This is an optimization exercise on Yosys and OpenROAD, whose aim is small area, a short achievable clock period and few clock cycles per item, not a production implementation.
Only simulation tests tie the RTL to the original design; equivalence was not proved.

==> run F <==
// oqpsk_mod
module oqpsk_mod (
    input  wire        clk,
    input  wire        rst,
    input  wire        cmd_valid,
    output wire        cmd_ready,
    input  wire [1:0]  cmd_op,
    input  wire [7:0]  cmd_arg,
    input  wire [31:0] cmd_data,
    output reg         out_valid,
    input  wire        out_ready,
    output reg  [31:0] out_i,
    output reg  [31:0] out_q
);
make LEC_CHECK=0 CAP_MARGIN=20 CORE_MARGIN=2 CORE_UTILIZATION=40 SLEW_MARGIN=20 finish   # period 22.0 ns
run.sh (not shown) runs the stock make flow with config.mk's settings and CLKGATE_MAP_FILE= SYNTH_SCRIPT=/design/flow/synth_recipe.tcl, a recipe that flattens the netlist after the stock synthesis.
==> run C (differences from run F) <==
==> flow/design.v (replaced) <==
module amp_mul_s1 (
    input  wire [31:0] t,
    output wire [25:0] p_hi,     
    output wire        p_st      
);
    wire [23:0] m = {(t[30:23] != 8'd0), t[22:0]};
    wire [47:0] p = m * 24'hB504F3;
    assign p_hi = p[47:22];
    assign p_st = |p[21:0];
endmodule
module amp_mul_s2 (
    input  wire [7:0]  et,       
    input  wire [25:0] p_hi,     
    input  wire        p_st,     
    output wire [30:0] y         
);
    wire        top   = p_hi[25];                    
    wire        big   = (et[7:1] != 7'd0);           
    wire        shl   = !top && big;                 
    wire [22:0] mant  = shl ? p_hi[23:1] : p_hi[24:2];
    wire        guard = shl ? p_hi[0]    : p_hi[1];
    wire        stk   = p_st | (!shl && p_hi[0]);
    wire [7:0]  e     = top ? et : (big ? et - 8'd1 : 8'd0);
    wire        rnd   = guard & (stk | mant[0]);
    assign y = {e, mant} + {30'd0, rnd};
endmodule
module oqpsk_mod (
    input  wire        clk,
    input  wire        rst,
    input  wire        cmd_valid,
    output wire        cmd_ready,
    input  wire [1:0]  cmd_op,
    input  wire [7:0]  cmd_arg,
    input  wire [31:0] cmd_data,
    output reg         out_valid,
    input  wire        out_ready,
    output reg  [31:0] out_i,
    output reg  [31:0] out_q
);
    localparam        NTAPS   = 24;
    localparam [1:0] OP_CONFIG = 2'd0;
    localparam [1:0] OP_TAP    = 2'd1;
    localparam [1:0] OP_BYTE   = 2'd2;
    reg        r_v;
    reg [1:0]  r_op;
    reg [7:0]  r_arg;
    reg [31:0] r_data;
    reg        rdy;
    assign cmd_ready = rdy;
    wire acc = cmd_valid && rdy;
    reg [3:0]  s_m1;         
    reg [3:0]  h;            
    reg        busy;
    reg [7:0]  sym;          
    reg [1:0]  pair;
    reg [3:0]  k;            
    reg [4:0]  kq;           
    reg [3:0]  e_sm1;        
    reg [3:0]  e_h;          
    reg [31:0] prod [0:NTAPS-1];
    wire adv       = !out_valid || out_ready;
    wire produce   = busy && adv;
    wire last_k    = (k == e_sm1);
    wire last_pair = (pair == 2'd3);
    wire finishing = produce && last_k && last_pair;
    wire r_byte  = (r_op == OP_BYTE);
    wire r_tap   = (r_op == OP_TAP);
    wire r_tapw  = r_tap && (r_arg < NTAPS);
    wire [4:0] e_top = {1'b0, e_sm1} + {1'b0, e_h};
    wire tap_safe = !busy || (last_pair && ({1'b0, k} > r_arg[4:0]))
                          || (r_arg[4:0] > e_top);
    wire start   = r_v && r_byte && (!busy || finishing);
    wire r_cons  = r_byte ? start : (!r_tapw || tap_safe);
    wire r_take  = r_v && r_cons;
    wire       n_v    = acc || (r_v && !r_cons);
    wire [1:0] n_op   = acc ? cmd_op : r_op;
    wire [7:0] n_arg  = acc ? cmd_arg : r_arg;
    wire n_simple = (n_op == OP_CONFIG) || (n_op == 2'd3) ||
                    (n_op == OP_TAP && !(n_arg < NTAPS));
    wire idle_pred = !busy && !(r_v && r_byte);
    wire rdy_d = !n_v || n_simple || idle_pred;
    wire [25:0] m_phi;
    wire        m_pst;
    amp_mul_s1 u_s1 (.t(r_data), .p_hi(m_phi), .p_st(m_pst));
    reg        s1_v;
    reg [4:0]  s1_idx;
    reg        s1_sgn;
    reg [7:0]  s1_e;
    reg [25:0] s1_phi;
    reg        s1_pst;
    wire [30:0] m_y;
    amp_mul_s2 u_s2 (.et(s1_e), .p_hi(s1_phi), .p_st(s1_pst), .y(m_y));
    always @(posedge clk) begin
        s1_idx <= r_arg[4:0];
        s1_sgn <= r_data[31];
        s1_e   <= r_data[30:23];
        s1_phi <= m_phi;
        s1_pst <= m_pst;
        if (s1_v)
            prod[s1_idx] <= {s1_sgn, m_y};
    end
    wire ineg = sym[7] ^ sym[6];
    wire qneg = sym[7];
    wire [31:0] pi = prod[k];
    wire [31:0] pq = prod[kq];
    always @(posedge clk) begin
        if (rdy) begin
            r_op   <= cmd_op;
            r_arg  <= cmd_arg;
            r_data <= cmd_data;
        end
        if (r_v && r_op == OP_CONFIG) begin
            s_m1 <= r_arg[3:0];
            h    <= ({1'b0, r_arg[3:0]} + 5'd1) >> 1;
        end
        if (start) begin
            e_sm1 <= s_m1;
            e_h   <= h;
        end
        if (produce) begin
            out_i <= {pi[31] ^ ineg, pi[30:0]};
            out_q <= {pq[31] ^ qneg, pq[30:0]};
        end
        if (start) begin
            sym  <= r_arg;
            pair <= 2'd0;
            k    <= 4'd0;
            kq   <= {1'b0, h};
        end else if (produce) begin
            if (last_k) begin
                k    <= 4'd0;
                kq   <= {1'b0, e_h};
                pair <= pair + 2'd1;
                sym  <= {sym[5:0], 2'b00};
            end else begin
                k    <= k + 4'd1;
                kq   <= kq + 5'd1;
            end
        end
    end
    always @(posedge clk) begin
        if (rst) begin
            r_v       <= 1'b0;
            rdy       <= 1'b1;
            busy      <= 1'b0;
            out_valid <= 1'b0;
            s1_v      <= 1'b0;
        end else begin
            r_v  <= n_v;
            rdy  <= rdy_d;
            s1_v <= r_take && r_tapw;
            if (start)
                busy <= 1'b1;
            else if (finishing)
                busy <= 1'b0;
            if (produce)
                out_valid <= 1'b1;
            else if (out_ready)
                out_valid <= 1'b0;
        end
    end
endmodule
==> summary.md <==
| Metric | Value |
|---|---|
| Status | `timing/DRC/antenna clean` |
| First-pass GRT wire length | `200600 um` |
| Post-synthesis simple-gate area fraction | `9.500%` |
| Start of the worst register-to-register path | `s1_q[19]` |
[end of results for run F]
==> summary.md <==
| Metric | Value |
|---|---|
| Status | `timing/DRC/antenna clean` |
| Clock-pin slew on the worst setup and hold paths | `0.05 ns` |
| First-pass GRT wire length | `181100 um` |
| Start of the worst register-to-register path | `r_data[28]` |
[end of results for run C]
Testbench counts of run F, summed over its fixed seeds: cycles 89,141, items 86,016.
Testbench counts of run C, summed over its fixed seeds: cycles 87,860, items 86,016.

[what the ideal ports hide]
The results above use ideal ports. As a check the final layouts listed here were re-extracted and re-timed, cells and wires unchanged.
Step 1 assumes that a clkbuf_16 drives the clock port and a buf_2 every other input.
Step 2 adds t to the input delays and takes it off the output delays; t is the mean of the earliest and latest rising clock arrival at the registers after step 1. Input paths then give back, and output paths get back, about the clock's delay inside the block.
a / b / c = ideal ports / drivers / drivers and shift; a / b = the first two.
| run | t (ns) | slack for setup (ns) | worst slew at a driven data input, ns |
|---|---|---|---|
| run F | 0.743 | 15.148 / 15.148 / 14.498 | 0.05 |
| run C | 0.758 | 15.129 / 15.173 / 14.415 | 0.10 |
After both steps every run listed still meets setup and hold. The setup slack of run C, which loses most, moves by +0.044 ns with the drivers and by -0.714 ns with both steps.
